What follows belongs to an exercise in optimizing a design on an open flow for small area, a short achievable clock period and few clock cycles per item; a production flow would make more cautious choices. Only simulation tests tie the RTL to the original design; equivalence was not proved. Power figures rest on the tool's default switching activity, not on a simulated workload.

--- flow/design.v ---
module xarm_codec_b (
    input  wire        clk,
    input  wire        rst,
    input  wire        req_valid,
    output wire        req_ready,
    input  wire [7:0]  req_op,
    input  wire [7:0]  req_cmd,
    input  wire [7:0]  req_id,
    input  wire [8:0]  req_len,
    input  wire [15:0] req_a,
    input  wire [15:0] req_b,
    input  wire        in_valid,
    output wire        in_ready,
    input  wire [7:0]  in_data,
    output wire        out_valid,
    input  wire        out_ready,
    output wire [7:0]  out_data,
    output wire        out_last,
    output wire        resp_valid,
    input  wire        resp_ready,
    output wire [7:0]  resp_status,
    output wire [7:0]  resp_arg,
    output wire [15:0] resp_lo,
    output wire [15:0] resp_hi,
    output wire [7:0]  resp_reason,
    output wire [7:0]  resp_byte,
    output wire [7:0]  resp_plen,
    output wire [8:0]  resp_len
);
    localparam [7:0] OP_ENC     = 8'h10;
    localparam [7:0] OP_MOVE    = 8'h11;
    localparam [7:0] OP_MOVEW   = 8'h12;
    localparam [7:0] OP_ANGLIM  = 8'h13;
    localparam [7:0] OP_VINLIM  = 8'h14;
    localparam [7:0] OP_TEMPLIM = 8'h15;
    localparam [7:0] OP_DEC     = 8'h18;
    localparam [7:0] OP_CHK     = 8'h19;
    localparam [7:0] CMD_MOVE    = 8'd1;
    localparam [7:0] CMD_MOVEW   = 8'd7;
    localparam [7:0] CMD_ID_READ = 8'd14;
    localparam [7:0] CMD_ANGLIM  = 8'd20;
    localparam [7:0] CMD_VINLIM  = 8'd22;
    localparam [7:0] CMD_TEMPLIM = 8'd24;
    localparam [7:0] SIG = 8'h55;
    localparam [7:0] ST_OK      = 8'h00;
    localparam [7:0] ST_POR     = 8'h01;
    localparam [7:0] ST_NORESP  = 8'h03;
    localparam [7:0] ST_BADSIG  = 8'h05;
    localparam [7:0] ST_BADID   = 8'h06;
    localparam [7:0] ST_BADLEN  = 8'h07;
    localparam [7:0] ST_BADCMD  = 8'h08;
    localparam [7:0] ST_BADSUM  = 8'h09;
    localparam [7:0] ST_BADREQ  = 8'h10;
    localparam [7:0] ST_REFUSED = 8'hFF;
    localparam [7:0] RS_TOOLONG  = 8'd1;
    localparam [7:0] RS_LENMISM  = 8'd3;
    localparam [7:0] RS_RXTOOLNG = 8'd11;
    localparam [3:0] S_IDLE   = 4'd0;
    localparam [3:0] S_GATHER = 4'd1;    
    localparam [3:0] S_DRAIN  = 4'd2;    
    localparam [3:0] S_CHECK  = 4'd3;    
    localparam [3:0] S_HDR    = 4'd4;    
    localparam [3:0] S_PAY    = 4'd5;    
    localparam [3:0] S_CSUM   = 4'd6;    
    localparam [3:0] S_RX     = 4'd7;    
    localparam [3:0] S_RESP   = 4'd8;    
    reg [3:0]  state;
    reg [7:0]  op;
    reg [7:0]  cmd;
    reg [7:0]  id;
    reg [8:0]  len;
    reg [15:0] a;
    reg [15:0] b;
    reg        pass;         
    reg [8:0]  cnt;
    reg [7:0]  sum;
    reg        sig_ok;
    reg [7:0]  rx_id;
    reg [7:0]  rx_len;
    reg [7:0]  rx_cmd;
    reg [7:0]  r_status;
    reg [7:0]  r_arg;
    reg [15:0] r_lo;
    reg [15:0] r_hi;
    reg [7:0]  r_reason;
    reg [7:0]  r_byte;
    reg [7:0]  r_plen;
    reg [8:0]  r_len;
    function is_bounded(input [7:0] c);
        is_bounded = (c == CMD_MOVE) || (c == CMD_MOVEW) || (c == CMD_ANGLIM) ||
                     (c == CMD_VINLIM) || (c == CMD_TEMPLIM);
    endfunction
    function [8:0] preq(input [7:0] c);
        preq = (c == CMD_TEMPLIM) ? 9'd1 : 9'd4;
    endfunction
    reg        v_fail;
    reg [7:0]  v_arg;
    reg [15:0] v_lo;
    reg [15:0] v_hi;
    always @(*) begin
        v_fail = 1'b0;
        v_arg  = 8'd0;
        v_lo   = 16'd0;
        v_hi   = 16'd0;
        case (cmd)
            CMD_MOVE, CMD_MOVEW: begin
                if (a > 16'd1000) begin
                    v_fail = 1'b1; v_arg = 8'd1; v_lo = 16'd0; v_hi = 16'd1000;
                end else if (b > 16'd30000) begin
                    v_fail = 1'b1; v_arg = 8'd2; v_lo = 16'd0; v_hi = 16'd30000;
                end
            end
            CMD_ANGLIM: begin
                if (a > 16'd1000) begin
                    v_fail = 1'b1; v_arg = 8'd3; v_lo = 16'd0; v_hi = 16'd1000;
                end else if (b > 16'd1000) begin
                    v_fail = 1'b1; v_arg = 8'd4; v_lo = 16'd0; v_hi = 16'd1000;
                end else if (a > b) begin
                    v_fail = 1'b1; v_arg = 8'd3; v_lo = 16'd0; v_hi = b;
                end
            end
            CMD_VINLIM: begin
                if (a < 16'd4500 || a > 16'd12000) begin
                    v_fail = 1'b1; v_arg = 8'd5; v_lo = 16'd4500; v_hi = 16'd12000;
                end else if (b < 16'd4500 || b > 16'd12000) begin
                    v_fail = 1'b1; v_arg = 8'd6; v_lo = 16'd4500; v_hi = 16'd12000;
                end
            end
            CMD_TEMPLIM: begin
                if (a < 16'd50 || a > 16'd100) begin
                    v_fail = 1'b1; v_arg = 8'd7; v_lo = 16'd50; v_hi = 16'd100;
                end
            end
            default: ;
        endcase
    end
    reg [7:0] d_status;
    reg [7:0] d_reason;
    always @(*) begin
        d_reason = 8'd0;
        if (len > 9'd258) begin
            d_status = ST_BADREQ;
            d_reason = RS_RXTOOLNG;
        end else if (len == 9'd0)
            d_status = ST_NORESP;
        else if (len < 9'd2 || !sig_ok)
            d_status = ST_BADSIG;
        else if (len < 9'd6)
            d_status = ST_BADLEN;
        else if (sum != 8'hFF)
            d_status = ST_BADSUM;
        else if (cmd != CMD_ID_READ && rx_id != id)
            d_status = ST_BADID;
        else if ({1'b0, rx_len} + 9'd3 != len)
            d_status = ST_BADLEN;
        else if (rx_cmd != cmd)
            d_status = ST_BADCMD;
        else
            d_status = ST_OK;
    end
    wire dec_pay = (op == OP_DEC) && (len >= 9'd6) && (len <= 9'd258) &&
                   (cnt >= 9'd5) && (cnt <= len - 9'd2);
    reg [7:0] hdr_byte;
    always @(*) begin
        case (cnt[2:0])
            3'd0:    hdr_byte = SIG;
            3'd1:    hdr_byte = SIG;
            3'd2:    hdr_byte = id;
            3'd3:    hdr_byte = len[7:0] + 8'd3;
            default: hdr_byte = cmd;
        endcase
    end
    reg [7:0] reg_pay_byte;
    always @(*) begin
        case (cnt[1:0])
            2'd0:    reg_pay_byte = a[7:0];
            2'd1:    reg_pay_byte = a[15:8];
            2'd2:    reg_pay_byte = b[7:0];
            default: reg_pay_byte = b[15:8];
        endcase
    end
    assign req_ready = (state == S_IDLE);
    assign in_ready = (state == S_GATHER) ? (cnt != len) :
                      (state == S_DRAIN)  ? (cnt != len) :
                      (state == S_PAY)    ? (pass && out_ready) :
                      (state == S_RX)     ? ((cnt != len) && (!dec_pay || out_ready)) :
                      1'b0;
    assign out_valid = (state == S_HDR)  ? 1'b1 :
                       (state == S_PAY)  ? (pass ? in_valid : 1'b1) :
                       (state == S_CSUM) ? 1'b1 :
                       (state == S_RX)   ? ((cnt != len) && dec_pay && in_valid) :
                       1'b0;
    assign out_data = (state == S_HDR)  ? hdr_byte :
                      (state == S_PAY)  ? (pass ? in_data : reg_pay_byte) :
                      (state == S_CSUM) ? ~sum :
                      in_data;
    assign out_last = (state == S_CSUM) ||
                      ((state == S_RX) && (cnt == len - 9'd2));
    wire in_fire  = in_valid && in_ready;
    wire out_fire = out_valid && out_ready;
    assign resp_valid  = (state == S_RESP);
    assign resp_status = r_status;
    assign resp_arg    = r_arg;
    assign resp_lo     = r_lo;
    assign resp_hi     = r_hi;
    assign resp_reason = r_reason;
    assign resp_byte   = r_byte;
    assign resp_plen   = r_plen;
    assign resp_len    = r_len;
    task set_resp(input [7:0] st, input [7:0] rs);
        begin
            r_status <= st;
            r_reason <= rs;
            r_arg    <= 8'd0;
            r_lo     <= 16'd0;
            r_hi     <= 16'd0;
        end
    endtask
    always @(posedge clk) begin
        if (rst) begin
            state <= S_IDLE;
        end else begin
            case (state)
                S_IDLE: begin
                    if (req_valid) begin
                        op   <= req_op;
                        id   <= req_id;
                        cnt  <= 9'd0;
                        sum  <= 8'd0;
                        pass <= 1'b0;
                        a    <= req_a;
                        b    <= req_b;
                        set_resp(ST_OK, 8'd0);
                        case (req_op)
                            OP_ENC: begin
                                cmd <= req_cmd;
                                len <= req_len;
                                if (req_len > 9'd252) begin
                                    set_resp(ST_BADREQ, RS_TOOLONG);
                                    state <= S_DRAIN;
                                end else if (is_bounded(req_cmd)) begin
                                    if (req_len != preq(req_cmd)) begin
                                        set_resp(ST_BADREQ, RS_LENMISM);
                                        state <= (req_len == 9'd0) ? S_RESP : S_DRAIN;
                                    end else begin
                                        a     <= 16'd0;
                                        b     <= 16'd0;
                                        state <= S_GATHER;
                                    end
                                end else begin
                                    pass  <= 1'b1;
                                    state <= S_HDR;
                                end
                            end
                            OP_MOVE: begin
                                cmd <= CMD_MOVE;   len <= 9'd4; state <= S_CHECK;
                            end
                            OP_MOVEW: begin
                                cmd <= CMD_MOVEW;  len <= 9'd4; state <= S_CHECK;
                            end
                            OP_ANGLIM: begin
                                cmd <= CMD_ANGLIM; len <= 9'd4; state <= S_CHECK;
                            end
                            OP_VINLIM: begin
                                cmd <= CMD_VINLIM; len <= 9'd4; state <= S_CHECK;
                            end
                            OP_TEMPLIM: begin
                                cmd <= CMD_TEMPLIM; len <= 9'd1; state <= S_CHECK;
                            end
                            OP_DEC, OP_CHK: begin
                                cmd    <= req_cmd;
                                len    <= req_len;
                                sig_ok <= 1'b1;
                                state  <= S_RX;
                            end
                            default: begin
                                set_resp(ST_REFUSED, 8'd0);
                                state <= S_RESP;
                            end
                        endcase
                    end
                end
                S_GATHER: begin
                    if (cnt == len) begin
                        state <= S_CHECK;
                    end else if (in_fire) begin
                        case (cnt[1:0])
                            2'd0: a[7:0]  <= in_data;
                            2'd1: a[15:8] <= in_data;
                            2'd2: b[7:0]  <= in_data;
                            default: b[15:8] <= in_data;
                        endcase
                        cnt <= cnt + 9'd1;
                    end
                end
                S_DRAIN: begin
                    if (cnt == len)
                        state <= S_RESP;
                    else if (in_fire)
                        cnt <= cnt + 9'd1;
                end
                S_CHECK: begin
                    cnt <= 9'd0;
                    if (v_fail) begin
                        r_status <= ST_POR;
                        r_arg    <= v_arg;
                        r_lo     <= v_lo;
                        r_hi     <= v_hi;
                        state    <= S_RESP;
                    end else begin
                        state <= S_HDR;
                    end
                end
                S_HDR: begin
                    if (out_fire) begin
                        if (cnt >= 9'd2)
                            sum <= sum + out_data;
                        if (cnt == 9'd4) begin
                            cnt   <= 9'd0;
                            state <= (len == 9'd0) ? S_CSUM : S_PAY;
                        end else begin
                            cnt <= cnt + 9'd1;
                        end
                    end
                end
                S_PAY: begin
                    if (out_fire) begin
                        sum <= sum + out_data;
                        cnt <= cnt + 9'd1;
                        if (cnt == len - 9'd1)
                            state <= S_CSUM;
                    end
                end
                S_CSUM: begin
                    if (out_fire) begin
                        r_len <= len + 9'd6;
                        state <= S_RESP;
                    end
                end
                S_RX: begin
                    if (cnt == len) begin
                        if (op == OP_CHK) begin
                            r_byte <= ~sum;
                        end else begin
                            r_status <= d_status;
                            r_reason <= d_reason;
                            r_byte   <= rx_id;
                            r_plen   <= len[7:0] - 8'd6;
                        end
                        state <= S_RESP;
                    end else if (in_fire) begin
                        cnt <= cnt + 9'd1;
                        if (op == OP_CHK || cnt >= 9'd2)
                            sum <= sum + in_data;
                        if ((cnt == 9'd0 || cnt == 9'd1) && in_data != SIG)
                            sig_ok <= 1'b0;
                        if (cnt == 9'd2) rx_id  <= in_data;
                        if (cnt == 9'd3) rx_len <= in_data;
                        if (cnt == 9'd4) rx_cmd <= in_data;
                    end
                end
                S_RESP: begin
                    if (resp_ready)
                        state <= S_IDLE;
                end
                default: state <= S_IDLE;
            endcase
        end
    end
endmodule
--- flow/run.sh ---
#!/bin/bash
# synth_recipe.tcl (not shown) runs the flow's synth.tcl, then flattens the netlist and writes it again
# the make line also repeats each setting of config.mk as NAME=value (left out here)
make -C /OpenROAD-flow-scripts/flow DESIGN_CONFIG=/design/flow/config.mk WORK_HOME=/design/flow/orfs CLKGATE_MAP_FILE= SYNTH_SCRIPT=/design/flow/synth_recipe.tcl finish
--- flow/config.mk ---
export PLATFORM = sky130hd
export DESIGN_NAME = xarm_codec_b
export DESIGN_NICKNAME = xarm_codec_b
export VERILOG_FILES = /design/flow/design.v
export SDC_FILE = /design/flow/constraint.sdc
export NUM_CORES = 4
export LEC_CHECK = 0
export CAP_MARGIN = 20
export CORE_MARGIN = 2
export CORE_UTILIZATION = 40
export SLEW_MARGIN = 20
--- flow/constraint.sdc ---
create_clock -name core_clock -period 5.0 [get_ports {clk}]
set_input_delay 1.0000 -clock core_clock [delete_from_list [all_inputs] [get_ports {clk}]]
set_output_delay 1.0000 -clock core_clock [all_outputs]
set_load 0.01 [all_outputs]
==> reports/results.tsv <==
metric	value	unit
status	no timing/DRC/antenna violations	
end_kind	primary output	
synth_area_leader_cell	edfxtp_1	
synthTopCellsByCount	edfxtp_1, nor2_1, nand2_1, a21oi_1, o21ai_0	
cp_slowest_cell	clkdlybuf4s50_1	
drt_iter0_markers	1085	
criticalPathCategory	register to primary output	
drc	0	
critPathArrivalTime	3780	ps
cts_root_buf	clkbuf_16	
period_minus_slack	4780	ps
leakage	4.89	nW
vias	9270	
cts-hold-fix-buffers	0	
grt_pass1_wl	53.8	mm
drv_cap	0	
post-cts-setup-buffers	0	
firstDrtPassIters	7	
io_buffers	153	
antennaDiodeCount	0	
finalNetCount	1356	
place_ws	475	ps
hold_violations	0	
synth_top_area_share	45.2	%
cts_max_level	4	
worst_ep_required_time	4000	ps
antenna_found_initial	2	
fin_ws	224	ps
yosysMostFrequentCell	edfxtp_1	
cts.sinks	168	
worst_pin_slew	1080	ps
synthTopCellsByArea	edfxtp_1, ha_1, nor2_1	
die-area	28600	um2
cts_max_path_buffers	2	
netlist_area	10900	um2
crit_fanout	19	
synth_edf_count	164	
max-slew-margin-rel	26.2	%
seq_area_frac_synth	45.9	%
wl_per_cell	22.9	um
hpwlAfterDp	27.9	mm
fmaxAchievable	209	MHz
synth_ff_type	edfxtp_1	
syn_inst	1076	
hp-class	register to register	
fin_crit_sh	95.5	%
setup_viol	0	
cp-start-kind	register	
area_delta_synth_final	23.3	%
drive_gt1_share	8.61	%
async_flop_share	0	%
fin_area	13400	um2
cts_tree	done	
numCtsBuffers	17	
grt-ovfl-total	0	
path_cells	buf_4 -> nor4_2 -> nand2_1 -> xor2_1 -> ha_1 -> a211oi_1 -> nor2_1 -> a2111oi_2 -> o2111ai_1 -> a31oi_1 -> clkdlybuf4s50_1	
slew_violations	0	
core.rowCount	60	
coreArea	26900	um2
final_antenna_net_count	0	
die_y	169	um
path_clk_slew	70	ps
dp_cells	1552	
placed_cell_area	12800	um2
num_io_pins	173	
clkLatencyLatePin	450	ps
vdd_drop_max	0.136	mV
die_x	169	um
grt_pass1_vias	8770	
ys_types	92	
utilization	50.0	%
skew	15.5	ps
stdcell_count	1584	
initial_utilization	40.5	%
powerDensity	273	nW/um2
place.gp.congestion	0.976	
tns	0	ps
yosys_warnings	1	
ys_ff_latch	168	
viasPerCell	5.85	
rsz0062_at_grt	no	
drt-total-wl	36.2	mm
gr-usage-all-layers	25.2	%
slowest_delay	600	ps
grt_start_max_net_pins	33	
avgSynthCellArea	10.1	um2
[flip-flops by register name (all words and copies together), names as in the netlist, 9 cells and up]
register,cells
a,16
b,16
len,9
cnt,9
r_hi,16
r_len,9
[final cells by class]
type | instances | area, um2
clock buffer | 17 | 425
clock inverter | 15 | 158
fill | 2465 | 13400
inverter | 55 | 206
multi-input combinational | 800 | 5410
sequential | 168 | 5000
tap | 341 | 427
timing repair buffer | 188 | 1790
[worst paths after layout]
path	start	cells past startpoint	slack (ps)	end
worst max-delay path	len[3]	11	220	out_valid
worst min-delay path	rx_id[2]	2	600	r_byte[2]
worst max register to register	cnt[1]	14	860	sum[7]
worst min register to register	rx_id[2]	2	600	r_byte[2]
[cells by family (layout without fill, tap and decap cells)]
kind of cell / Yosys count / in the layout / share of synthesized area (%)
compound gates: 292 / 292 / 18.9
xor+xnor: 72 / 72 / 5.79
fa+ha+maj: 48 / 48 / 5.56
buf+inv: 127 / 275 / 5.49
flops: 168 / 168 / 45.9
mux: 6 / 6 / 0.563
other cells: 1 / 20 / 0.0344
simple gates: 362 / 362 / 17.7
[cells in the final DEF, fill, tap and decap left out, drive strengths merged, types with 17 or more instances in the layout]
| cell type | count |
|---|---|
| a21oi | 63 |
| clkdlybuf4s50 | 153 |
| xnor2 | 36 |
| ha | 46 |
| nand3 | 23 |
| nor2b | 33 |
| nor3 | 38 |
| nor2 | 84 |
| nand2 | 75 |
| o21ai | 59 |
| buf | 35 |
| conb | 20 |
| edfxtp | 164 |
| clkbuf | 17 |
| a22o | 29 |
| xor2 | 36 |
| inv | 62 |
| nand4 | 20 |
[per-stage QoR]
step,hold WS [ps],total power [mW]
2_1_floorplan,543,2.05
3_5_place_dp,582,2.33
5_1_grt,642,3.78
4_1_cts,608,3.66
6_report,600,3.66
3_3_place_gp,582,2.32
[per-layer routing]
metal,GRT usage (%),up-vias,part of all wire [%]
li1,-,4347,-
met1,36.1,4480,45
met2,38.8,387,45
met3,4.82,56,7.3
met4,7.62,0,2.2
met5,0,-,0
[where the power goes]
group / total [mW] / switching [mW] / internal (mW)
clock: 1.35 / 0.643 / 0.708
combinational: 0.568 / 0.311 / 0.257
sequential: 1.74 / 0.108 / 1.63
[worst max-delay path: cells and delay by family, from the launching register on]
| family | cells | cell delay [ps] |
|---|---|---|
| AOI/OAI and AO/OA | 4 | 1210 |
| buffers and inverters | 2 | 820 |
| and+or+nand+nor | 3 | 570 |
| DFF | 1 | 370 |
| adders and majority gates | 1 | 200 |
| xor gates and xnor gates | 1 | 170 |
[what timing repair did]
action                                  CTS  global route
endpoints found under the setup margin    0             2
endpoints found under the hold margin     0             0
gates resized for setup                   0             4
Testbench counts, summed over its fixed seeds: cycles 35,280, items 3,200.

-- re-timing with driven ports --
The results above use ideal ports. As a check the final layout listed here was re-extracted and re-timed, cells and wires unchanged.
Step 1 assumes that a clkbuf_16 drives the clock port and a buf_2 every other input.
Step 2 moves the port delays by t, midway between the first and last clock arrival at a register: inputs arrive t later, outputs are due t later. That takes back most of the time a late clock gives input paths.
a / b / c = ideal ports / drivers / drivers and shift; a / b = the first two.
t (ns): 0.492
setup slack, ns: 0.224 / 0.172 / 0.664
worst hold slack (ns): 0.600 / 0.600 / 0.600
slew at the worst register clock pin (ns): 0.08 / 0.08
After both steps this run still meets setup and hold. The setup slack of this run moves by -0.052 ns with the drivers and by +0.440 ns with both steps.
